This is an optimization exercise on Yosys and OpenROAD, whose aim is small area, a short achievable clock period and few clock cycles, not a production implementation. Only simulation tests tie the RTL to the original design; equivalence was not proved. Power and IR drop assume default switching activity.

==> flow/design.v (outline; a module is shown in full before it is edited, if it fits) <==
// module ms_alu: 604 lines
// module ms_lzc64: 38 lines
// module ms_funnel: 17 lines
// module ms_add: 44 lines
// module ms_inc: 33 lines
// module ms_booth8: 45 lines
// module ms_srt_step: 22 lines
// module ms_qsl: 467 lines
module ms_alu (
    input  wire        clk,
    input  wire        rst,           
    input  wire        in_valid,
    output wire        in_ready,
    input  wire [7:0]  in_op,
    input  wire [63:0] in_a,
    input  wire [63:0] in_b,
    output reg         out_valid,
    output reg  [63:0] out_result,
    output reg  [3:0]  out_fault
);
  // ...
==> flow/flow/run.sh <==
#!/bin/bash
# The standard layout (its own synthesis, SDC and clock period, unchanged),
# with these knobs: port buffers are sky130 buf_2 cells instead of the default
# delay buffers, and timing repair aims for a setup slack above zero so the
# critical paths get sized and buffered. Clock-tree settings are in config.mk.
set -euo pipefail
bash standard.sh 'BUFFER_PORTS_ARGS=-buffer_cell sky130_fd_sc_hd__buf_2' SETUP_SLACK_MARGIN=18.75 finish \
  > flow_standard.log 2>&1
==> flow/standard.sh <==
#!/bin/bash
# synth_recipe.tcl (not shown) runs the flow's synth.tcl, then flattens the netlist and writes it again
# the make line also repeats each setting of config.mk as NAME=value (left out here)
make -C /OpenROAD-flow-scripts/flow DESIGN_CONFIG=/design/flow/config.mk WORK_HOME=/design/flow/orfs CLKGATE_MAP_FILE= SYNTH_SCRIPT=/design/flow/synth_recipe.tcl "${@:-finish}"
==> flow/config.mk <==
export PLATFORM = sky130hd
export DESIGN_NAME = ms_alu
export DESIGN_NICKNAME = ms_alu
export VERILOG_FILES = /design/flow/design.v
export SDC_FILE = /design/flow/constraint.sdc
export NUM_CORES = 8
export LEC_CHECK = 0
export CAP_MARGIN = 20
export CORE_MARGIN = 2
export CORE_UTILIZATION = 45
export CTS_CLUSTER_DIAMETER = 100
export CTS_CLUSTER_SIZE = 20
export PLACE_DENSITY = 0.65
export SLEW_MARGIN = 20
==> flow/constraint.sdc <==
create_clock -name core_clock -period 25.0 [get_ports {clk}]
set_input_delay 5.0000 -clock core_clock [delete_from_list [all_inputs] [get_ports {clk}]]
set_output_delay 5.0000 -clock core_clock [all_outputs]
set_load 0.01 [all_outputs]
==> results.toml, run 1 <==
[synthesis]
synth_most_common_cell = "inv_1"
yosys.area.top_type_share = 0.113
muxShareOfSynthArea = 0.0666
netlist_instances = 8232
yosys_warnings = 5
synth_compound_area_frac = 0.280
synthFlopType = "dfxtp_1"
synthTopCellsByArea = "fa_1 11%, dfxtp_1 11%, ha_1 8.2%"
synth_fa_ha_area_frac = 0.195

[finish]
final_area_um2 = 72800
final_core_util = 0.514
finalNetCount = 9181
final_common_cell = "inv_1"

[grt]
grt_pass1_vias = 71300
grt_max_degree = 96
met3_usage = 0.278
met1_usage = 0.704

[clock_network]
cts_tree = "yes"
clk_pin_slew_worst_paths_ps = 100
root_buffer = "clkbuf_16"
post_cts_buffers = 96
clock_latency_ps = 690

[worst_hold_path]
hold_path.startpoint = "lza_q[4]$_DFF_P_"

[floorplan]
start_util = 0.454
io-pin-count = 209
fp.dieH_um = 382

[timing]
tns_ps = 0
drv_slew = 0
fin_crit_sh = 0.255
hold_viol = 0
slew_headroom = 0.0442

[drt]
avgViaCountPerCell = 7.62
antenna_left = 0
met1_length_um = 156000

[power_and_ir_drop]
comb_power_share = 0.712
clkPwrFrac = 0.123
p_sw_frac = 0.571
p_seq_uw = 920
top_power_group = "combinational logic"

[critical_path]
cpPeakStageDelay_ps = 850
critPathRequiredTime_ps = 25430
crit_path_top_delay_cell = "nor2_2"
endpoint_kind = "flip-flop"

[placement]
place_ws_ps = 16080

[status]
outcome = "no timing/DRC/antenna violations"
Testbench counts, summed over its fixed seeds: cycles 17,296.
==> module ms_alu, before the edit <==
module ms_alu (
    input  wire        clk,
    input  wire        rst,           
    input  wire        in_valid,
    output wire        in_ready,
    input  wire [7:0]  in_op,
    input  wire [63:0] in_a,
    input  wire [63:0] in_b,
    output reg         out_valid,
    output reg  [63:0] out_result,
    output reg  [3:0]  out_fault
);
    localparam integer NF = 7;           
    localparam [7:0] OP_ADD  = 8'h01, OP_SUB  = 8'h02, OP_MUL  = 8'h03, OP_DIV  = 8'h04;
    localparam [7:0] OP_ADDF = 8'h05, OP_SUBF = 8'h06, OP_MULF = 8'h07, OP_DIVF = 8'h08;
    localparam [7:0] OP_EQ   = 8'h1C, OP_NEQ  = 8'h1D, OP_LT   = 8'h1E, OP_GT   = 8'h1F;
    localparam [7:0] OP_GEQ  = 8'h20, OP_LEQ  = 8'h21;
    localparam [7:0] OP_EQF  = 8'h22, OP_NEQF = 8'h23, OP_LTF  = 8'h24, OP_GTF  = 8'h25;
    localparam [7:0] OP_GEQF = 8'h26, OP_LEQF = 8'h27;
    localparam [7:0] OP_AND  = 8'h28, OP_OR   = 8'h29, OP_NOT  = 8'h2A;
    localparam [3:0] F_NONE = 4'd0, F_BADOP = 4'd2, F_ARITH = 4'd5, F_NONBOOL = 4'd15;
    localparam integer T_ALIGN = 0,  T_FADD  = 1,  T_LZ    = 2,  T_NRM   = 3,
                       T_DEN   = 4,  T_RND   = 5,  T_NEGB  = 6,  T_MSTEP = 7,
                       T_CPA   = 8,  T_MFUN  = 9,  T_LZA   = 10, T_SHA   = 11,
                       T_LZB   = 12, T_SHB   = 13, T_DSTEP = 14, T_DFIN  = 15,
                       T_FIX1  = 16, T_DPRE  = 17, T_FIX2  = 18, T_SHQ   = 19,
                       T_FA    = 20, T_SPEC  = 21, NT      = 22;
    reg [63:0] a_q, b_q, cv;
    reg [2:0]  wsx_q, wcx_q;        
    reg        neg_q, rnz_q;        
    reg [1:0]  sft_q;               
    reg [7:0]  op_q;
    reg        v_q;                 
    reg        rdy_q;
    reg [NT-1:0] st;
    reg c_mul, c_div, c_fadd, c_mulf, c_divf;    
    reg [6:0]  cnt, tgt;
    reg signed [13:0] ex_q;         
    reg        den_q;               
    reg        sg_q;                
    reg        eff_q;               
    reg        zs_q;                
    reg        swp_q;               
    reg        ci_q;                
    reg [6:0]  lza_q;               
    reg [6:0]  ndk_q;               
    reg        ql_q;                
    reg        s64_q, c64_q;        
    reg ax_en, ax_inv, by_b, by_c, by_inv, add_ci;
    reg axf_q, byf_q;               
    reg        hsb_q, lsa_q, fmh_q, fml_q, uh_q, ul_q, far_q;
    reg [6:0]  amt_q;
    reg        alg_q;               
    reg        amsel_q;             
    reg        sps_q, spe_q, spn_q, trp_q;    
    reg [11:0] exb_q;               
    reg [6:0]  amb_q;               
    reg        lfr_q;               
    reg [2:0]  frac_q;              
    assign in_ready = rdy_q;
    wire accept   = rdy_q & in_valid;
    wire in_multi = (in_op[7:4] == 4'h0) && (in_op[3:0] >= 4'h3) && (in_op[3:0] <= 4'h8);
    wire e0 = v_q;
    wire        sa = a_q[63];
    wire        sb = b_q[63];
    wire [10:0] ea = a_q[62:52];
    wire [10:0] eb = b_q[62:52];
    wire        fa_nz = |a_q[51:0];
    wire        fb_nz = |b_q[51:0];
    wire        ea_max = &ea, eb_max = &eb;
    wire        ha = |ea, hb = |eb;            
    wire a_nan  = ea_max & fa_nz;
    wire b_nan  = eb_max & fb_nz;
    wire a_inf  = ea_max & ~fa_nz;
    wire b_inf  = eb_max & ~fb_nz;
    wire a_zero = ~ha & ~fa_nz;
    wire b_zero = ~hb & ~fb_nz;
    wire [10:0] xa = {ea[10:1], ea[0] | ~ha};      
    wire [10:0] xb = {eb[10:1], eb[0] | ~hb};
    wire [63:0] axs = axf_q ? {11'd0, ha, a_q[51:0]} : a_q;
    wire [63:0] bys = byf_q ? {11'd0, hb, b_q[51:0]} : b_q;
    wire [63:0] ax = (axs & {64{ax_en}}) ^ {64{ax_inv}};
    wire [63:0] by = ((bys & {64{by_b}}) | (cv & {64{by_c}})) ^ {64{by_inv}};
    wire [63:0] add_o;
    wire        add_co, add_c63;
    ms_add #(.N(64), .L(6)) u_add (.a(ax), .b(by), .ci(add_ci), .s(add_o), .co(add_co), .cm(add_c63));
    wire [63:0] hsrc = hsb_q ? b_q : a_q;
    wire [63:0] lsrc = lsa_q ? a_q : b_q;
    wire [6:0]  lzc;
    ms_lzc64 u_lzc (.x(hsrc), .n(lzc));
    wire [63:0] hfm = fmh_q ? {11'd0, |hsrc[62:52], hsrc[51:0]} : hsrc;
    wire [63:0] lfm = fml_q ? {11'd0, |lsrc[62:52], lsrc[51:0]} : lsrc;
    wire [6:0]  amt  = amsel_q ? amb_q : amt_q;
    wire [63:0] hi_v = hfm & {64{uh_q}};
    wire [63:0] lo_v = lfr_q ? {frac_q, 61'd0} : (lfm & {64{ul_q}});
    wire [63:0] fun;
    wire [2:0]  funx;
    ms_funnel u_fun (.hi(hi_v), .lo(lo_v), .t(amt[5:0]), .y(fun), .yx(funx));
    wire [63:0] sh_o   = far_q ? 64'd0 : (amt[6] ? lo_v : fun);
    wire [2:0]  shx    = (far_q | amt[6]) ? 3'd0 : funx;      
    wire [6:0]  keep3  = (amt > 7'd61) ? 7'd0 : (7'd61 - amt);
    wire [63:0] lmask  = ~({64{1'b1}} << keep3);
    wire        lost3  = far_q ? (|lo_v) : (|(lo_v & lmask));
    wire        sh_lost = lost3 | (|shx);
    wire [63:0] sh_ost = {sh_o[63:1], sh_o[0] | sh_lost | (c_divf & rnz_q & st[T_NRM])};
    wire [2:0]  grs    = {shx[2], shx[1], shx[0] | lost3};
    wire [63:0] fn_lo = c_fadd ? {frac_q, 61'd0} : c_mulf ? b_q : 64'd0;
    wire        fn9   = add_o[54];
    wire        fn10  = ~add_o[54] & add_o[53];
    wire        fn11  = ~add_o[54] & ~add_o[53] & add_o[52];
    wire [63:0] fn_o  = fn9  ? {add_o[54:0], fn_lo[63:55]} :
                        fn10 ? {add_o[53:0], fn_lo[63:54]} :
                        fn11 ? {add_o[52:0], fn_lo[63:53]} : {add_o[51:0], fn_lo[63:52]};
    wire        fn_st = (fn9 ? (|fn_lo[54:0]) : fn10 ? (|fn_lo[53:0]) : fn11 ? (|fn_lo[52:0]) :
                         (|fn_lo[51:0])) | (c_divf & rnz_q);
    wire        fn_ok = |add_o[53:51];
    wire [72:0] bo_s, bo_c;
    ms_booth8 u_mul (.s({s64_q, a_q}), .c({c64_q, cv}), .m(out_result), .q(b_q[7:0]), .ql(ql_q),
                     .so(bo_s), .co(bo_c));
    wire [8:0]  lowsum = {1'b0, bo_s[7:0]} + {1'b0, bo_c[7:0]} + {8'd0, ci_q};
    wire [62:0] bdf = b_q[62:0] ^ b_q[63:1];
    wire [7:1]  bz;
    genvar bk;
    generate
        for (bk = 1; bk < 8; bk = bk + 1) begin : gbz
            assign bz[bk] = ~|bdf[62:8*bk-1];
        end
    endgenerate
    wire [3:0] ndig = (b_q == 64'd0) ? 4'd0 : bz[1] ? 4'd1 : bz[2] ? 4'd2 : bz[3] ? 4'd3 :
                      bz[4] ? 4'd4 : bz[5] ? 4'd5 : bz[6] ? 4'd6 : bz[7] ? 4'd7 : 4'd8;
    wire [66:0] ws2, wc2;
    wire [2:0]  dq;                            
    ms_srt_step u_srt (.ws({wsx_q, a_q}), .wc({wcx_q, b_q}), .d(out_result),
                       .wso(ws2), .wco(wc2), .q(dq));
    wire [1:0]  dq2   = dq[2] ? (2'd0 - dq[1:0]) : dq[1:0];
    wire [63:0] q_upd = {((dq[2] & |dq[1:0]) ? add_o[61:0] : cv[61:0]), dq2};
    wire [2:0]  r_hi  = wsx_q + wcx_q + {2'b00, add_co};
    wire        rd_up  = b_q[10] & (b_q[11] | (|b_q[9:0]));
    wire [10:0] rd_e   = b_q[63] ? ex_q[10:0] : 11'd0;
    wire [62:0] rd_mag;
    ms_inc #(.N(63), .L(6)) u_rinc (.a({rd_e, b_q[62:11]}), .ci(rd_up), .s(rd_mag));
    wire        rd_ovf = b_q[63] & (ex_q > 14'sd2046);
    wire [63:0] rd_res = rd_ovf ? {sg_q, 11'h7FF, 52'd0} : {sg_q, rd_mag};
    wire [63:0] axb = a_q ^ b_q;
    wire sdif   = axb[63];
    wire m_eq   = ~|axb[62:0];                  
    wire i_eq   = m_eq & ~sdif;
    wire i_lt   = sdif ? sa : ~add_co;
    wire i_gt   = ~i_lt & ~i_eq;
    wire m_lt   = ~add_c63;                     
    wire unord  = a_nan | b_nan;
    wire both_z = a_zero & b_zero;
    wire f_eq   = ~unord & (i_eq | both_z);
    wire f_ltr  = sdif ? sa : (sa ? (~m_lt & ~m_eq) : m_lt);
    wire f_lt   = ~unord & ~both_z & f_ltr;
    wire f_gt   = ~unord & ~f_eq & ~f_lt;
    wire a_bool = (a_q[63:1] == 63'd0);
    wire b_bool = (b_q[63:1] == 63'd0);
    reg       s_bit;        
    reg       s_add;        
    reg [3:0] s_fault;
    always @* begin
        s_bit = 1'b0; s_add = 1'b0; s_fault = F_NONE;
        case (op_q)
            OP_ADD, OP_SUB: s_add = 1'b1;
            OP_EQ:   s_bit = i_eq;
            OP_NEQ:  s_bit = ~i_eq;
            OP_LT:   s_bit = i_lt;
            OP_GT:   s_bit = i_gt;
            OP_GEQ:  s_bit = ~i_lt;
            OP_LEQ:  s_bit = ~i_gt;
            OP_EQF:  s_bit = f_eq;
            OP_NEQF: s_bit = ~f_eq;
            OP_LTF:  s_bit = f_lt;
            OP_GTF:  s_bit = f_gt;
            OP_GEQF: s_bit = f_gt | f_eq;
            OP_LEQF: s_bit = f_lt | f_eq;
            OP_AND: begin
                if (a_bool && b_bool) s_bit = a_q[0] & b_q[0];
                else                  s_fault = F_NONBOOL;
            end
            OP_OR: begin
                if (a_bool && b_bool) s_bit = a_q[0] | b_q[0];
                else                  s_fault = F_NONBOOL;
            end
            OP_NOT: begin
                if (a_bool) s_bit = ~a_q[0];
                else        s_fault = F_NONBOOL;
            end
            default: s_fault = F_BADOP;
        endcase
    end
    wire sbe = sb ^ (op_q[1:0] == 2'b10);         
    reg  spec, sp_s, sp_e, sp_n;
    always @* begin
        spec = 1'b0; sp_s = 1'b0; sp_e = 1'b1; sp_n = 1'b1;      
        if (c_fadd) begin
            if (a_nan | b_nan | (a_inf & b_inf & (sa ^ sbe))) spec = 1'b1;
            else if (a_inf) begin spec = 1'b1; sp_s = sa;  sp_n = 1'b0; end
            else if (b_inf) begin spec = 1'b1; sp_s = sbe; sp_n = 1'b0; end
        end else if (c_mulf) begin
            if (a_nan | b_nan | (a_inf & b_zero) | (b_inf & a_zero)) spec = 1'b1;
            else if (a_inf | b_inf)   begin spec = 1'b1; sp_s = sa ^ sb; sp_n = 1'b0; end
            else if (a_zero | b_zero) begin spec = 1'b1; sp_s = sa ^ sb; sp_n = 1'b0; sp_e = 1'b0; end
        end else begin
            if (a_nan | b_nan | (a_zero & b_zero) | (a_inf & b_inf)) spec = 1'b1;
            else if (a_inf | b_zero)  begin spec = 1'b1; sp_s = sa ^ sb; sp_n = 1'b0; end
            else if (a_zero | b_inf)  begin spec = 1'b1; sp_s = sa ^ sb; sp_n = 1'b0; sp_e = 1'b0; end
        end
    end
    wire        swp = m_lt;
    wire [10:0] dab = xa - xb;
    wire [10:0] dba = xb - xa;
    wire [6:0]  amt_ab = (dab > 11'd63) ? 7'd0 : (7'd64 - {1'b0, dab[5:0]});
    wire [6:0]  amt_ba = (dba > 11'd63) ? 7'd0 : (7'd64 - {1'b0, dba[5:0]});
    wire signed [13:0] xa1 = $signed({3'd0, xa}) + 14'sd11;
    wire signed [13:0] xb1 = $signed({3'd0, xb}) + 14'sd11;
    wire idiv_trap = (b_bool & ~b_q[0]) || (sa & a_zero & (&b_q));    
    wire signed [7:0] nq = {1'b0, lzc} - {1'b0, lza_q};    
    wire [6:0]  nc = (nq[6:0] + 7'd3) >> 1;                 
    wire signed [13:0] lzc_s  = {7'd0, lzc};
    wire signed [13:0] e_norm = ex_q - lzc_s;
    reg [NT-1:0] st_n;
    reg        fin, set_rdy;
    reg        a_add, a_sh, a_cs, a_dv, a_fm, a_clr, a_orst, a_bias, a_flip, b_dv;
    reg        b_add, b_sh, b_cs, b_fm, b_fn;
    reg        c_cs, c_dv, c_clr;
    reg        b_clr;
    reg        r_add, r_sh, r_rd, r_fm, r_misc;
    reg        m_s, m_e, m_n, m_b0;
    reg [3:0]  f_n;
    reg        sg_n, eff_n, zs_n, swp_n, ci_n, den_n, mlo_n, neg_n, rnz_n;
    reg [1:0]  sft_n;
    reg [2:0]  wsx_n, wcx_n;
    reg [6:0]  cnt_n, tgt_n, amt_n, lza_n, ndk_n;
    reg signed [13:0] ex_n;
    reg        mlo_q;               
    reg        nrm_q, nrm_n;        
    reg [11:0] exb_n;
    reg        ql_n;
    reg [6:0]  amb_n;
    reg [2:0]  frac_n;
    wire signed [13:0] ex_m8 = ex_q - 14'sd8, ex_m9 = ex_q - 14'sd9;
    wire den_m8 = ex_q < 14'sd9, den_m9 = ex_q < 14'sd10;
    wire signed [13:0] ex_m10 = ex_q - 14'sd10, ex_m11 = ex_q - 14'sd11, ex_m12 = ex_q - 14'sd12;
    wire den_m10 = ex_q < 14'sd11, den_m11 = ex_q < 14'sd12, den_m12 = ex_q < 14'sd13;
    always @* begin
        st_n = {NT{1'b0}}; fin = 1'b0; set_rdy = 1'b0;
        a_add = 1'b0; a_sh = 1'b0; a_cs = 1'b0; a_dv = 1'b0; a_fm = 1'b0; a_clr = 1'b0; a_orst = 1'b0;
        a_bias = 1'b0; a_flip = 1'b0; b_dv = 1'b0;
        b_add = 1'b0; b_sh = 1'b0; b_cs = 1'b0; b_fm = 1'b0; b_fn = 1'b0;
        c_cs = 1'b0; c_dv = 1'b0; c_clr = 1'b0; b_clr = 1'b0;
        r_add = 1'b0; r_sh = 1'b0; r_rd = 1'b0; r_fm = 1'b0; r_misc = 1'b0;
        m_s = 1'b0; m_e = 1'b0; m_n = 1'b0; m_b0 = 1'b0;
        f_n = out_fault;
        sg_n = sg_q; neg_n = neg_q; rnz_n = rnz_q; sft_n = sft_q; wsx_n = wsx_q; wcx_n = wcx_q; eff_n = eff_q; zs_n = zs_q; swp_n = swp_q; ci_n = ci_q;
        den_n = den_q; mlo_n = mlo_q; nrm_n = nrm_q;
        ql_n = ql_q;
        exb_n = exb_q; amb_n = amb_q; frac_n = frac_q;
        cnt_n = cnt; tgt_n = tgt; amt_n = amt_q; lza_n = lza_q; ndk_n = ndk_q; ex_n = ex_q;
        if (e0) begin
            cnt_n = 7'd0;
            if (c_mul) begin
                r_add = 1'b1;                        
                a_bias = 1'b1; c_clr = 1'b1; ci_n = 1'b0; ql_n = 1'b0;
                tgt_n = {3'd0, ndig};
                ndk_n = {ndig, 3'b000};
                if (ndig == 4'd0) st_n[T_CPA] = 1'b1;
                else st_n[T_MSTEP] = 1'b1;
            end else if (c_div) begin
                a_add = 1'b1;                        
                sg_n = sa ^ sb;
                if (!sa) begin lza_n = lzc; amt_n = lzc; end    
                if (idiv_trap) begin st_n[T_SPEC] = 1'b1; set_rdy = 1'b1; end
                else if (sb) st_n[T_NEGB] = 1'b1;
                else if (sa) st_n[T_LZA] = 1'b1;
                else st_n[T_SHA] = 1'b1;
            end else if (c_mulf) begin
                r_fm = 1'b1; b_fm = 1'b1;
                a_bias = 1'b1; c_clr = 1'b1; ci_n = 1'b0; ql_n = 1'b0;
                ex_n = $signed({3'd0, xa}) + $signed({3'd0, xb}) - 14'sd1012;
                sg_n = sa ^ sb; tgt_n = NF; mlo_n = 1'b1; nrm_n = ha & hb;
                if (spec) begin st_n[T_SPEC] = 1'b1; set_rdy = 1'b1; end
                else st_n[T_MSTEP] = 1'b1;
            end else if (c_divf) begin
                b_sh = 1'b1;                         
                ex_n = $signed({3'd0, xa}) - $signed({3'd0, xb}) + 14'sd1032;
                sg_n = sa ^ sb; tgt_n = 7'd28; mlo_n = 1'b0;
                if (spec) begin st_n[T_SPEC] = 1'b1; set_rdy = 1'b1; end
                else if (hb) st_n[T_FA] = 1'b1;
                else st_n[T_LZB] = 1'b1;
            end else if (c_fadd) begin
                if (spec) begin
                    st_n[T_SPEC] = 1'b1; set_rdy = 1'b1;
                end else begin
                    swp_n = swp;
                    ex_n  = xa1;
                    exb_n = xb1[11:0];
                    sg_n  = swp ? sbe : sa;
                    eff_n = sa ^ sbe;
                    zs_n  = sa & sbe;
                    amt_n = amt_ab;
                    amb_n = amt_ba;
                    mlo_n = 1'b0;
                    st_n[T_ALIGN] = 1'b1;
                end
            end else begin
                fin = 1'b1; f_n = s_fault;
                if (s_add) r_add = 1'b1;
                else begin r_misc = 1'b1; m_b0 = s_bit; end
            end
        end
        if (st[T_ALIGN]) begin
            if (swp_q) a_sh = 1'b1; else b_sh = 1'b1;
            if (swp_q) ex_n = {2'b00, exb_q};
            frac_n = eff_q ? (3'd0 - grs) : grs;
            st_n[T_FADD] = 1'b1;
        end
        if (st[T_FADD]) begin
            a_add = 1'b1;
            if (fn_ok) begin                         
                b_fn  = 1'b1;
                ex_n  = fn10 ? ex_m10 : fn11 ? ex_m11 : ex_m12;
                if (fn10 ? den_m10 : fn11 ? den_m11 : den_m12) st_n[T_DPRE] = 1'b1;
                else begin st_n[T_RND] = 1'b1; set_rdy = 1'b1; end
            end else st_n[T_LZ] = 1'b1;
        end
        if (st[T_DPRE]) begin                        
            amt_n = 7'd63 + ex_q[6:0];
            st_n[T_DEN] = 1'b1;
        end
        if (st[T_LZ]) begin
            amt_n = lzc;
            ex_n  = e_norm;
            den_n = (e_norm < 14'sd1);
            if (c_fadd && (lzc == 7'd64) && (frac_q == 3'd0)) begin
                fin = 1'b1; r_misc = 1'b1; m_s = zs_q; f_n = F_NONE;
            end else st_n[T_NRM] = 1'b1;
        end
        if (st[T_NRM]) begin
            b_sh = 1'b1;
            amt_n = 7'd63 + ex_q[6:0];
            if (den_q) st_n[T_DEN] = 1'b1;
            else begin st_n[T_RND] = 1'b1; set_rdy = 1'b1; end
        end
        if (st[T_DEN]) begin
            b_sh = 1'b1;
            ex_n = 14'sd1;
            st_n[T_RND] = 1'b1; set_rdy = 1'b1;
        end
        if (st[T_SPEC]) begin                        
            fin = 1'b1; r_misc = 1'b1; m_s = sps_q; m_e = spe_q; m_n = spn_q;
            f_n = trp_q ? F_ARITH : F_NONE;
        end
        if (st[T_RND]) begin
            fin = 1'b1; r_rd = 1'b1; f_n = F_NONE;
        end
        if (st[T_NEGB]) begin
            b_add = 1'b1;                            
            if (~sg_q) begin lza_n = lzc; amt_n = lzc; end    
            st_n[T_SHA] = 1'b1;
        end
        if (st[T_MSTEP]) begin
            a_cs = 1'b1; c_cs = 1'b1; b_cs = 1'b1;
            ci_n = lowsum[8];
            ql_n = b_q[7];
            cnt_n = cnt + 7'd1;
            if (cnt + 7'd1 == tgt) st_n[T_CPA] = 1'b1;
            else st_n[T_MSTEP] = 1'b1;
        end
        if (st[T_CPA]) begin
            a_add = 1'b1;                            
            if (c_mul) begin amt_n = ndk_q; st_n[T_MFUN] = 1'b1; set_rdy = 1'b1; end
            else if (nrm_q) begin                   
                b_fn = 1'b1;
                ex_n = fn10 ? ex_m10 : ex_m11;
                if (fn10 ? den_m10 : den_m11) st_n[T_DPRE] = 1'b1;
                else begin st_n[T_RND] = 1'b1; set_rdy = 1'b1; end
            end else st_n[T_LZ] = 1'b1;
        end
        if (st[T_MFUN]) begin
            fin = 1'b1; r_sh = 1'b1; f_n = F_NONE;
        end
        if (st[T_LZA]) begin
            amt_n = lzc;
            lza_n = lzc;
            if (c_divf) ex_n = ex_q - lzc_s;
            st_n[T_SHA] = 1'b1;
        end
        if (st[T_SHA]) begin
            a_sh = 1'b1;
            if (c_div) st_n[T_LZB] = 1'b1;
            else st_n[T_DSTEP] = 1'b1;
        end
        if (st[T_LZB]) begin
            amt_n = lzc;
            if (c_divf) begin
                ex_n = ex_q + lzc_s;
                st_n[T_SHB] = 1'b1;
            end else if (nq < 0) begin              
                fin = 1'b1; r_misc = 1'b1; f_n = F_NONE;
            end else if (nq == 8'sd63) begin        
                fin = 1'b1; r_misc = 1'b1; m_s = 1'b1; f_n = F_NONE;
            end else begin
                tgt_n = nc;
                sft_n = {1'b0, nq[0]};               
                st_n[T_SHB] = 1'b1;
            end
        end
        if (st[T_SHB]) begin
            if (c_div) begin                         
                r_sh = 1'b1; b_clr = 1'b1; c_clr = 1'b1; wsx_n = 3'd0; wcx_n = 3'd0;
                st_n[T_DSTEP] = 1'b1;
            end else begin
                b_sh = 1'b1; amt_n = 7'd11;
                st_n[T_FA] = 1'b1;
            end
        end
        if (st[T_FA]) begin                          
            a_sh = 1'b1; r_add = 1'b1; b_clr = 1'b1; c_clr = 1'b1; wsx_n = 3'd0; wcx_n = 3'd0;
            if (ha) st_n[T_DSTEP] = 1'b1;
            else    st_n[T_LZA] = 1'b1;
        end
        if (st[T_DSTEP]) begin
            a_dv = 1'b1; b_dv = 1'b1; c_dv = 1'b1;
            wsx_n = ws2[66:64]; wcx_n = wc2[66:64];
            cnt_n = cnt + 7'd1;
            if (cnt + 7'd1 == tgt) st_n[T_FIX1] = 1'b1;
            else st_n[T_DSTEP] = 1'b1;
        end
        if (st[T_FIX1]) begin                        
            neg_n = r_hi[2];
            rnz_n = (|add_o) | (|r_hi);
            st_n[T_FIX2] = 1'b1;
        end
        if (st[T_FIX2]) begin                        
            if (c_divf) begin                        
                b_fn = 1'b1;
                ex_n = fn9 ? ex_m9 : ex_m10;
                if (fn9 ? den_m9 : den_m10) st_n[T_DPRE] = 1'b1;
                else begin st_n[T_RND] = 1'b1; set_rdy = 1'b1; end
            end else if (sft_q != 2'd0) begin
                a_add = 1'b1;
                amt_n = 7'd64 - {5'd0, sft_q};
                st_n[T_SHQ] = 1'b1;
            end else begin
                a_add = 1'b1;
                st_n[T_DFIN] = 1'b1; set_rdy = 1'b1;
            end
        end
        if (st[T_SHQ]) begin                         
            a_sh = 1'b1;
            st_n[T_DFIN] = 1'b1; set_rdy = 1'b1;
        end
        if (st[T_DFIN]) begin
            fin = 1'b1; r_add = 1'b1; f_n = F_NONE;
        end
        if (fin) set_rdy = 1'b1;
    end
    reg axe_n, axi_n, byb_n, byc_n, byi_n, aci_n;
    reg uh_n, ul_n, hsb_n, lsa_n, fmh_n, fml_n, far_n, alg_n, lfr_n, axf_n, byf_n, amsel_n;
    always @* begin
        alg_n = 1'b0; lfr_n = 1'b0; axf_n = 1'b0; byf_n = 1'b0; amsel_n = 1'b0;
        axe_n = 1'b0; axi_n = 1'b0; byb_n = 1'b0; byc_n = 1'b0; byi_n = 1'b0; aci_n = 1'b0;
        uh_n = 1'b0; ul_n = 1'b0; hsb_n = 1'b0; lsa_n = 1'b0; fmh_n = 1'b0; fml_n = 1'b0; far_n = 1'b0;
        if (accept) begin
            if (in_op == OP_DIVF) begin uh_n = 1'b1; hsb_n = 1'b1; fmh_n = 1'b1; end
            if (in_op == OP_MUL) begin
                axe_n = 1'b1;
            end else if (in_op == OP_DIV) begin
                axe_n = 1'b1; axi_n = in_a[63]; aci_n = in_a[63];
            end else begin
                axe_n = 1'b1; byb_n = 1'b1; byi_n = (in_op != OP_ADD); aci_n = (in_op != OP_ADD);
            end
        end else begin
            if (st_n[T_NEGB])  begin byb_n = 1'b1; byi_n = 1'b1; aci_n = 1'b1; end
            if (st_n[T_FADD])  begin
                axe_n = 1'b1; byb_n = 1'b1; aci_n = eff_q & (grs == 3'd0);
                axi_n = swp_q & eff_q; byi_n = ~swp_q & eff_q;
                axf_n = ~swp_q; byf_n = swp_q;
            end
            if (st_n[T_CPA])   begin axe_n = 1'b1; byc_n = 1'b1; aci_n = ci_n; end
            if (st_n[T_DSTEP]) begin axi_n = 1'b1; byc_n = 1'b1; end           
            if (st_n[T_FIX1])  begin axe_n = 1'b1; byb_n = 1'b1; end           
            if (st_n[T_FIX2])  begin axi_n = neg_n; byc_n = 1'b1; end          
            if (st_n[T_DFIN])  begin axe_n = 1'b1; axi_n = sg_q; aci_n = sg_q; end
            if (st_n[T_FA])    begin byb_n = 1'b1; end                         
            if (st_n[T_ALIGN]) begin
                ul_n = 1'b1; lsa_n = swp; fml_n = 1'b1; alg_n = 1'b1; amsel_n = swp;
            end
            if (st_n[T_LZB])   hsb_n = 1'b1;
            if (st_n[T_NRM])   begin uh_n = 1'b1; ul_n = mlo_q; lfr_n = c_fadd; end
            if (st_n[T_DEN])   begin ul_n = 1'b1; far_n = (ex_q < -14'sd62); end
            if (st_n[T_MFUN])  begin uh_n = 1'b1; ul_n = 1'b1; end
            if (st_n[T_SHA])   uh_n = 1'b1;
            if (st_n[T_FA])    begin uh_n = 1'b1; fmh_n = 1'b1; end           
            if (st_n[T_SHQ])   begin ul_n = 1'b1; lsa_n = 1'b1; end
            if (st_n[T_SHB])   begin uh_n = 1'b1; hsb_n = 1'b1; end
        end
    end
    wire a_hold = ~(a_add | a_sh | a_cs | a_dv | a_fm | a_clr | a_bias);
    wire b_hold = ~(b_add | b_sh | b_cs | b_fm | b_fn | b_dv | b_clr);
    wire c_hold = ~(c_cs | c_dv | c_clr);
    wire r_hold = ~(r_add | r_sh | r_rd | r_fm | r_misc);
    wire [63:0] a_n = ({64{a_hold}} & a_q)
                    | ({64{a_add}}  & {add_o[63] ^ a_flip, add_o[62:0]})
                    | ({64{a_sh}}   & ((alg_q | st[T_SHQ]) ? sh_o : sh_ost))
                    | ({64{a_cs}}   & bo_s[71:8])
                    | ({64{a_dv}}   & ws2[63:0])
                    | ({64{a_fm}}   & {11'd0, ha, a_q[51:0]});
    wire [63:0] b_n = ({64{b_hold}} & b_q)
                    | ({64{b_add}}  & add_o)
                    | ({64{b_sh}}   & (alg_q ? sh_o : sh_ost))
                    | ({64{b_cs}}   & {lowsum[7:0], b_q[63:8]})
                    | ({64{b_fm}}   & {11'd0, hb, b_q[51:0]})
                    | ({64{b_fn}}   & {fn_o[63:1], fn_o[0] | fn_st})
                    | ({64{b_dv}}   & wc2[63:0]);
    wire [63:0] c_n = ({64{c_hold}} & cv)
                    | ({64{c_cs}}   & bo_c[71:8])
                    | ({64{c_dv}}   & q_upd);
    wire [63:0] r_n = ({64{r_hold}} & out_result)
                    | ({64{r_add}}  & add_o)
                    | ({64{r_sh}}   & sh_o)
                    | ({64{r_rd}}   & rd_res)
                    | ({64{r_fm}}   & {7'd0, ha, a_q[51:0], 4'd0})
                    | ({64{r_misc}} & {m_s, {11{m_e}}, m_n, 50'd0, m_b0});
    always @(posedge clk) begin
        if (rst) begin
            st        <= {NT{1'b0}};
            v_q       <= 1'b0;
            rdy_q     <= 1'b1;
            out_valid <= 1'b0;
        end else begin
            st        <= st_n;
            v_q       <= accept;
            rdy_q     <= accept ? ~in_multi : (rdy_q | set_rdy);
            out_valid <= fin;
        end
    end
    always @(posedge clk) begin
        a_q <= rdy_q ? in_a : a_n;
        b_q <= rdy_q ? in_b : b_n;
        if (rdy_q) begin
            op_q   <= in_op;
            c_mul  <= in_op == OP_MUL;
            c_div  <= in_op == OP_DIV;
            c_fadd <= (in_op == OP_ADDF) || (in_op == OP_SUBF);
            c_mulf <= in_op == OP_MULF;
            c_divf <= in_op == OP_DIVF;
        end
        cv         <= c_n;
        out_result <= r_n;
        out_fault  <= f_n;
        wsx_q <= wsx_n;
        wcx_q <= wcx_n;
        neg_q <= neg_n;
        rnz_q <= rnz_n;
        sft_q <= sft_n;
        sg_q  <= sg_n;
        eff_q <= eff_n;
        zs_q  <= zs_n;
        swp_q <= swp_n;
        ci_q  <= ci_n;
        den_q <= den_n;
        mlo_q <= mlo_n;
        nrm_q <= nrm_n;
        ql_q  <= ql_n;
        s64_q <= a_bias | (a_cs & bo_s[72]);
        c64_q <= a_cs & bo_c[72];
        cnt   <= cnt_n;
        tgt   <= tgt_n;
        amt_q <= (accept && in_op == OP_DIVF) ? 7'd11 : amt_n;
        lza_q <= lza_n;
        ndk_q <= ndk_n;
        ex_q  <= ex_n;
        ax_en  <= axe_n;
        ax_inv <= axi_n;
        by_b   <= byb_n;
        by_c   <= byc_n;
        by_inv <= byi_n;
        add_ci <= aci_n;
        uh_q  <= uh_n;
        ul_q  <= ul_n;
        hsb_q <= hsb_n;
        lsa_q <= lsa_n;
        fmh_q <= fmh_n;
        fml_q <= fml_n;
        far_q <= far_n;
        alg_q <= alg_n;
        amsel_q <= amsel_n;
        if (e0) begin                                
            sps_q <= c_div ? 1'b0 : sp_s;
            spe_q <= c_div ? 1'b0 : sp_e;
            spn_q <= c_div ? 1'b0 : sp_n;
            trp_q <= c_div;
        end
        lfr_q <= lfr_n;
        axf_q <= axf_n;
        byf_q <= byf_n;
        frac_q <= frac_n;
        exb_q <= exb_n;
        amb_q <= amb_n;
    end
endmodule
==> inputs of run 2 (changes only) <==
--- a/flow/design.v
+++ b/flow/design.v
@@ -42,8 +42,6 @@
     reg        zs_q;                
     reg        swp_q;               
     reg        ci_q;                
-    reg [6:0]  lza_q;               
-    reg [6:0]  ndk_q;               
     reg        ql_q;                
     reg        s64_q, c64_q;        
     reg ax_en, ax_inv, by_b, by_c, by_inv, add_ci;
@@ -119,15 +117,19 @@
                      .so(bo_s), .co(bo_c));
     wire [8:0]  lowsum = {1'b0, bo_s[7:0]} + {1'b0, bo_c[7:0]} + {8'd0, ci_q};
     wire [62:0] bdf = b_q[62:0] ^ b_q[63:1];
-    wire [7:1]  bz;
+    wire [8:1]  sf;
+    assign sf[8] = 1'b0;
     genvar bk;
     generate
-        for (bk = 1; bk < 8; bk = bk + 1) begin : gbz
-            assign bz[bk] = ~|bdf[62:8*bk-1];
+        for (bk = 1; bk < 8; bk = bk + 1) begin : gsf
+            assign sf[bk] = sf[bk+1] | (|bdf[(bk == 7 ? 62 : 8*bk+6):8*bk-1]);
         end
     endgenerate
-    wire [3:0] ndig = (b_q == 64'd0) ? 4'd0 : bz[1] ? 4'd1 : bz[2] ? 4'd2 : bz[3] ? 4'd3 :
-                      bz[4] ? 4'd4 : bz[5] ? 4'd5 : bz[6] ? 4'd6 : bz[7] ? 4'd7 : 4'd8;
+    wire       b_hz = ~|b_q[63:1];
+    wire       b_z  = b_hz & ~b_q[0];
+    wire [3:0] nd1  = {sf[7], sf[3] & ~sf[7], (sf[1] & ~sf[3]) | (sf[5] & ~sf[7]),
+                       ~sf[1] | (sf[2] & ~sf[3]) | (sf[4] & ~sf[5]) | (sf[6] & ~sf[7])};
+    wire [3:0] ndig = b_z ? 4'd0 : nd1;
     wire [66:0] ws2, wc2;
     wire [2:0]  dq;                            
     ms_srt_step u_srt (.ws({wsx_q, a_q}), .wc({wcx_q, b_q}), .d(out_result),
@@ -135,6 +137,9 @@
     wire [1:0]  dq2   = dq[2] ? (2'd0 - dq[1:0]) : dq[1:0];
     wire [63:0] q_upd = {((dq[2] & |dq[1:0]) ? add_o[61:0] : cv[61:0]), dq2};
     wire [2:0]  r_hi  = wsx_q + wcx_q + {2'b00, add_co};
+    wire [66:0] rws   = {wsx_q, a_q};
+    wire [66:0] rwc   = {wcx_q, b_q};
+    wire        r_nz  = |((rws ^ rwc) ^ {(rws[65:0] | rwc[65:0]), 1'b0});
     wire        rd_up  = b_q[10] & (b_q[11] | (|b_q[9:0]));
     wire [10:0] rd_e   = b_q[63] ? ex_q[10:0] : 11'd0;
     wire [62:0] rd_mag;
@@ -155,7 +160,7 @@
     wire f_lt   = ~unord & ~both_z & f_ltr;
     wire f_gt   = ~unord & ~f_eq & ~f_lt;
     wire a_bool = (a_q[63:1] == 63'd0);
-    wire b_bool = (b_q[63:1] == 63'd0);
+    wire b_bool = b_hz;
     reg       s_bit;        
     reg       s_add;        
     reg [3:0] s_fault;
@@ -215,8 +220,8 @@
     wire [6:0]  amt_ba = (dba > 11'd63) ? 7'd0 : (7'd64 - {1'b0, dba[5:0]});
     wire signed [13:0] xa1 = $signed({3'd0, xa}) + 14'sd11;
     wire signed [13:0] xb1 = $signed({3'd0, xb}) + 14'sd11;
-    wire idiv_trap = (b_bool & ~b_q[0]) || (sa & a_zero & (&b_q));    
-    wire signed [7:0] nq = {1'b0, lzc} - {1'b0, lza_q};    
+    wire idiv_trap = b_z || (sa & a_zero & (&b_q));    
+    wire signed [7:0] nq = {1'b0, lzc} - {1'b0, amb_q};    
     wire [6:0]  nc = (nq[6:0] + 7'd3) >> 1;                 
     wire signed [13:0] lzc_s  = {7'd0, lzc};
     wire signed [13:0] e_norm = ex_q - lzc_s;
@@ -232,7 +237,7 @@
     reg        sg_n, eff_n, zs_n, swp_n, ci_n, den_n, mlo_n, neg_n, rnz_n;
     reg [1:0]  sft_n;
     reg [2:0]  wsx_n, wcx_n;
-    reg [6:0]  cnt_n, tgt_n, amt_n, lza_n, ndk_n;
+    reg [6:0]  cnt_n, tgt_n, amt_n;
     reg signed [13:0] ex_n;
     reg        mlo_q;               
     reg        nrm_q, nrm_n;        
@@ -257,20 +262,19 @@
         den_n = den_q; mlo_n = mlo_q; nrm_n = nrm_q;
         ql_n = ql_q;
         exb_n = exb_q; amb_n = amb_q; frac_n = frac_q;
-        cnt_n = cnt; tgt_n = tgt; amt_n = amt_q; lza_n = lza_q; ndk_n = ndk_q; ex_n = ex_q;
+        cnt_n = cnt; tgt_n = tgt; amt_n = amt_q; ex_n = ex_q;
         if (e0) begin
             cnt_n = 7'd0;
             if (c_mul) begin
                 r_add = 1'b1;                        
                 a_bias = 1'b1; c_clr = 1'b1; ci_n = 1'b0; ql_n = 1'b0;
                 tgt_n = {3'd0, ndig};
-                ndk_n = {ndig, 3'b000};
                 if (ndig == 4'd0) st_n[T_CPA] = 1'b1;
                 else st_n[T_MSTEP] = 1'b1;
             end else if (c_div) begin
                 a_add = 1'b1;                        
                 sg_n = sa ^ sb;
-                if (!sa) begin lza_n = lzc; amt_n = lzc; end    
+                if (!sa) begin amb_n = lzc; amt_n = lzc; end    
                 if (idiv_trap) begin st_n[T_SPEC] = 1'b1; set_rdy = 1'b1; end
                 else if (sb) st_n[T_NEGB] = 1'b1;
                 else if (sa) st_n[T_LZA] = 1'b1;
@@ -333,8 +337,9 @@
             amt_n = lzc;
             ex_n  = e_norm;
             den_n = (e_norm < 14'sd1);
+            r_misc = 1'b1; m_s = zs_q;
             if (c_fadd && (lzc == 7'd64) && (frac_q == 3'd0)) begin
-                fin = 1'b1; r_misc = 1'b1; m_s = zs_q; f_n = F_NONE;
+                fin = 1'b1; f_n = F_NONE;
             end else st_n[T_NRM] = 1'b1;
         end
         if (st[T_NRM]) begin
@@ -357,7 +362,7 @@
         end
         if (st[T_NEGB]) begin
             b_add = 1'b1;                            
-            if (~sg_q) begin lza_n = lzc; amt_n = lzc; end    
+            if (~sg_q) begin amb_n = lzc; amt_n = lzc; end    
             st_n[T_SHA] = 1'b1;
         end
         if (st[T_MSTEP]) begin
@@ -370,7 +375,7 @@
         end
         if (st[T_CPA]) begin
             a_add = 1'b1;                            
-            if (c_mul) begin amt_n = ndk_q; st_n[T_MFUN] = 1'b1; set_rdy = 1'b1; end
+            if (c_mul) begin amt_n = {tgt[3:0], 3'b000}; st_n[T_MFUN] = 1'b1; set_rdy = 1'b1; end
             else if (nrm_q) begin                   
                 b_fn = 1'b1;
                 ex_n = fn10 ? ex_m10 : ex_m11;
@@ -383,7 +388,7 @@
         end
         if (st[T_LZA]) begin
             amt_n = lzc;
-            lza_n = lzc;
+            amb_n = lzc;
             if (c_divf) ex_n = ex_q - lzc_s;
             st_n[T_SHA] = 1'b1;
         end
@@ -393,14 +398,13 @@
             else st_n[T_DSTEP] = 1'b1;
         end
         if (st[T_LZB]) begin
+            r_misc = 1'b1; m_s = (nq == 8'sd63);
             amt_n = lzc;
             if (c_divf) begin
                 ex_n = ex_q + lzc_s;
                 st_n[T_SHB] = 1'b1;
-            end else if (nq < 0) begin              
-                fin = 1'b1; r_misc = 1'b1; f_n = F_NONE;
-            end else if (nq == 8'sd63) begin        
-                fin = 1'b1; r_misc = 1'b1; m_s = 1'b1; f_n = F_NONE;
+            end else if ((nq < 0) || (nq == 8'sd63)) begin    
+                fin = 1'b1; f_n = F_NONE;
             end else begin
                 tgt_n = nc;
                 sft_n = {1'b0, nq[0]};               
@@ -430,7 +434,7 @@
         end
         if (st[T_FIX1]) begin                        
             neg_n = r_hi[2];
-            rnz_n = (|add_o) | (|r_hi);
+            rnz_n = r_nz;
             st_n[T_FIX2] = 1'b1;
         end
         if (st[T_FIX2]) begin                        
@@ -458,19 +462,22 @@
         if (fin) set_rdy = 1'b1;
     end
     reg axe_n, axi_n, byb_n, byc_n, byi_n, aci_n;
+    wire in_add = in_op[0] & ~in_op[1] & ~in_op[2] & ~in_op[3] & ~in_op[5];
+    wire in_mul = in_op[0] &  in_op[1] & ~in_op[2] & ~in_op[3] & ~in_op[4] & ~in_op[5];
+    wire in_div = ~in_op[0] & ~in_op[1] & in_op[2] & ~in_op[3] & ~in_op[4] & ~in_op[5];
     reg uh_n, ul_n, hsb_n, lsa_n, fmh_n, fml_n, far_n, alg_n, lfr_n, axf_n, byf_n, amsel_n;
     always @* begin
         alg_n = 1'b0; lfr_n = 1'b0; axf_n = 1'b0; byf_n = 1'b0; amsel_n = 1'b0;
         axe_n = 1'b0; axi_n = 1'b0; byb_n = 1'b0; byc_n = 1'b0; byi_n = 1'b0; aci_n = 1'b0;
         uh_n = 1'b0; ul_n = 1'b0; hsb_n = 1'b0; lsa_n = 1'b0; fmh_n = 1'b0; fml_n = 1'b0; far_n = 1'b0;
-        if (accept) begin
+        if (rdy_q) begin
             if (in_op == OP_DIVF) begin uh_n = 1'b1; hsb_n = 1'b1; fmh_n = 1'b1; end
-            if (in_op == OP_MUL) begin
+            if (in_mul) begin
                 axe_n = 1'b1;
-            end else if (in_op == OP_DIV) begin
+            end else if (in_div) begin
                 axe_n = 1'b1; axi_n = in_a[63]; aci_n = in_a[63];
             end else begin
-                axe_n = 1'b1; byb_n = 1'b1; byi_n = (in_op != OP_ADD); aci_n = (in_op != OP_ADD);
+                axe_n = 1'b1; byb_n = 1'b1; byi_n = ~in_add; aci_n = ~in_add;
             end
         end else begin
             if (st_n[T_NEGB])  begin byb_n = 1'b1; byi_n = 1'b1; aci_n = 1'b1; end
@@ -533,7 +540,7 @@
         end else begin
             st        <= st_n;
             v_q       <= accept;
-            rdy_q     <= accept ? ~in_multi : (rdy_q | set_rdy);
+            rdy_q     <= rdy_q ? ~(in_valid & in_multi) : set_rdy;
             out_valid <= fin;
         end
     end
@@ -569,9 +576,7 @@
         c64_q <= a_cs & bo_c[72];
         cnt   <= cnt_n;
         tgt   <= tgt_n;
-        amt_q <= (accept && in_op == OP_DIVF) ? 7'd11 : amt_n;
-        lza_q <= lza_n;
-        ndk_q <= ndk_n;
+        amt_q <= (rdy_q && in_op == OP_DIVF) ? 7'd11 : amt_n;
         ex_q  <= ex_n;
         ax_en  <= axe_n;
         ax_inv <= axi_n;
--- a/flow/config.mk
+++ b/flow/config.mk
@@ -7,8 +7,8 @@
 export LEC_CHECK = 0
 export CAP_MARGIN = 20
 export CORE_MARGIN = 2
-export CORE_UTILIZATION = 45
+export CORE_UTILIZATION = 40
 export CTS_CLUSTER_DIAMETER = 100
 export CTS_CLUSTER_SIZE = 20
-export PLACE_DENSITY = 0.65
+export PLACE_DENSITY = 0.6
 export SLEW_MARGIN = 20
==> run 2 against run 1 <==
Compared with the run above:
- still clean on timing, DRC and antenna
- area after synthesis up 0.87%
- cell area is 4.5% higher
- clock skew fell by 7.9 ps
- worst hold slack lost 23 ps
- non-clock buffer count increased by 91
- wire length is 11% higher
- critical path depth rose by 7
==> results.toml, run 2 <==
[synthesis]
synth_top_family_by_area = "compound AO/OA/AOI/OAI gates"
ys_seq_elements = 395
yosys.area.top_type_share = 0.111
async_flop_share = 0
synth_fa_ha_area_frac = 0.194
ys_seq_area_frac = 0.131
synth.net_count = 9359
synth_edf_count = 56
netlist_instances = 8429
synthTopCellsByArea = "fa_1 11%, dfxtp_1 10%, ha_1 8.3%"
yosys.area.top_type = "fa_1"
yosys-top-cells-count = "758 x nand2_1, 702 x inv_1, 589 x clkbuf_1"
yosys_warnings = 5
yosys.area_share.xor_xnor = 0.101
muxShareOfSynthArea = 0.0691
synthDistinctLibCells = 104
synth_most_common_cell = "nand2_1"
synth_compound_area_frac = 0.269
synth-simple-area-share = 0.149
synthFlopType = "dfxtp_1"
syn_avg_cell_area_um2 = 7.70
netlist_area_um2 = 64900

[clock_network]
cts_tree = "yes"
clock_sinks = 395
cts_buffers = 38
htreeDepth = 2
clk_pin_slew_worst_paths_ps = 90
clock_latency_ps = 700
clock_path_buffers = 3
root_buffer = "clkbuf_16"

[critical_path]
endpoint = "b_q[0]$_DFF_P_"
cp.arrival_ps = 7680
critical_path_peak_fanout = 47
crit_type = "flip-flop to flip-flop"
rrSetupSlack_ps = 17890
worstReg2RegEnd = "b_q[0]$_DFF_P_"
endpoint_kind = "flip-flop"
startpoint = "ax_inv$_DFF_P_"
rr_worst_depth = 23
critPathRequiredTime_ps = 25570
r2r-start = "ax_inv$_DFF_P_"
crit_path_start_kind = "flip-flop"

[worst_hold_path]
hold_path_class = "flip-flop to flip-flop"

[finish]
fillers = 16200
final_common_cell = "nand2_1"
layout-drive-gt1-share = 0.175
area_delta_synth_final_pct = 17.3
final_core_util = 0.473
finalNetCount = 9508
final_cell_mix = "737 x nand2_1, 691 x inv_1, 524 x buf_4"

[grt]
grt_pass1_wl_um = 632000
grt_pass1_vias = 73200
grt_use_total = 0.554
antenna_found_initial = 61
grt_max_degree = 69
overflow = 0

[timing]
tns_ps = 0
rsz0062_at_grt = "true"
max_slew.worst_pin.slew_ps = 1400
slew_headroom = 0.0579
final.setup_skew_ps = 55.6
final-setup-viol-count = 0
fmax_mhz = 141
drv_slew = 0
hold_ws_ps = 448
hold_viol = 0
fin_crit_sh = 0.285
final.min_clock_period_ps = 7110

[floorplan]
rows = 147
io-pin-count = 209
start_util = 0.404
fp.dieH_um = 407
dieArea_um2 = 165000
fp.dieW_um = 407
core-area_um2 = 161000

[drt]
drt_iter0_drc = 16100
vias = 80900
avgRoutedWirePerCell_um = 44.3
avgViaCountPerCell = 7.48
drt_pass1_iterations = 17
antenna_left = 0
route.detailed.drc = 0
wl_um = 479000

[placement]
dp_hpwl_um = 347000
place_congestion = 1.17
port_buffers = 208

[power_and_ir_drop]
vdd_drop_max_mv = 0.203
p_leak_nw = 30.3
p_per_area_nw_per_um2 = 77.8

[job]
cap_violations = 0

[status]
outcome = "no timing/DRC/antenna violations"
==> run 2: cell types whose count changed in the layout (fill, tap and decap cells not counted), sizes merged, moves of 25 or more <==
cell and change:
xor2 +93, nor2b +77, a22oi -69, a21oi +41, nand3 +25, buf +88, nand2 +140, mux2i +42
xnor2 -37
==> run 2: how the worst min path moves through the flow <==
stage,startpoint,to,slack [ps],depth (start not counted)
floorplan,tgt[6]$_DFF_P_,tgt[6]$_DFF_P_,420,2
global placement,tgt[6]$_DFF_P_,tgt[6]$_DFF_P_,430,2
detailed placement,tgt[6]$_DFF_P_,tgt[6]$_DFF_P_,440,2
CTS,tgt[6]$_DFF_P_,tgt[6]$_DFF_P_,450,2
global route,tgt[6]$_DFF_P_,tgt[6]$_DFF_P_,460,2
finish,tgt[6]$_DFF_P_,tgt[6]$_DFF_P_,450,2
==> run 2: logic make-up after synthesis <==
kind of cell,count (synthesis)
AOI/OAI and AO/OA,2537
xor gates and xnor gates,745
adders and majority gates,792
buffers and inverters,1468
DFF,395
muxes,399
and+or+nand+nor,2093
==> run 2: critical path, stage by stage (launching register included) <==
cell	delay [ps]
dfxtp_4	580
buf_12	300
xnor2_1	170
ha_1	560
nand4_1	510
o21ai_1	710
a21oi_1	170
o31ai_4	110
buf_12	170
nand2_4	60
or2_4	230
nand2_2	90
a21o_1	120
a21oi_2	60
fa_4	960
buf_12	140
buf_12	120
buf_16	110
o211ai_1	190
nor4_4	530
o211ai_1	180
a22o_1	250
a221oi_1	270
a2bb2oi_1	110
==> run 2: area by class of cell <==
type                    count  area [µm²]  area share
diodes                     46         115     0.00151
clock buffers              44        1040      0.0136
clock inverters            26         363     0.00477
inverters                 717        2770      0.0364
multi-input cells        6566       52700       0.692
flip-flops and latches    395        8710       0.115
well taps                2160        2700      0.0355
repair buffers            858        7690       0.101
repair inverters            2        16.3    0.000214
==> run 2: layer usage <==
layer / vias to the layer above / GRT usage / share of wire
li1: 30600 / - / -
met1: 39400 / 0.664 / 0.36
met4: 76 / 0.380 / 0.092
met2: 8308 / 0.727 / 0.37
met3: 2537 / 0.318 / 0.18
met5: - / 0.0678 / 0.0032
==> run 2: metrics by stage <==
stage	total power, mW	area [µm²]	setup WS (ps)	std cells
6_report	5.92	76100	17890	10800
5_1_grt	6.08	76000	17950	10800
4_1_cts	5.50	73900	18170	10700
3_5_place_dp	4.49	68900	14830	10400
3_3_place_gp	4.47	68900	14890	10400
2_1_floorplan	2.92	65000	18760	8429
==> run 2: timing repair <==
item                       in CTS  in global routing
resized for setup             448                276
hold buffers                    0                  0
setup endpoints to repair     312                191
setup buffers                 161                 88
cloned                         24                  7
pin swaps                      63                137
==> run 2: power breakdown <==
group | internal, mW | leakage [nW] | switching, mW | total, mW
Combinational | 1.46 | 26.3 | 2.82 | 4.28
Clock | 0.350 | 0.667 | 0.390 | 0.740
Sequential | 0.724 | 3.39 | 0.175 | 0.900
Total | 2.53 | 30.3 | 3.39 | 5.92
Testbench counts of run 2, summed over its fixed seeds: cycles 17,296.

==> port drivers added, routing unchanged <==
No port has a modelled driver above. Below, the same layouts with a new extraction and two added sets of constraints. Step 1 (the two cells are an assumption about what drives the block):
set clk [get_ports {clk}]
set_driving_cell -lib_cell sky130_fd_sc_hd__clkbuf_16 $clk
set_driving_cell -lib_cell sky130_fd_sc_hd__buf_2 [delete_from_list [all_inputs] $clk]
Step 2 also shifts input and output timing later by t, the mid clock arrival at the registers, as if the neighbouring blocks saw the same clock. Slacks: ideal / step 1 / step 2; pairs: ideal / step 1.
run	t, ns	setup slack, ns	hold WS [ns]	cell pins on the clock port's net
run 1	0.746	18.614 / 18.614 / 18.096	0.471 / 0.471 / 0.471	1
run 2	0.752	17.887 / 17.887 / 17.887	0.448 / 0.448 / 0.448	1
After both steps setup and hold are still met in every run listed. For run 1, which loses most, drivers alone change the setup slack by 0.000 ns; drivers and shift together by -0.518 ns.
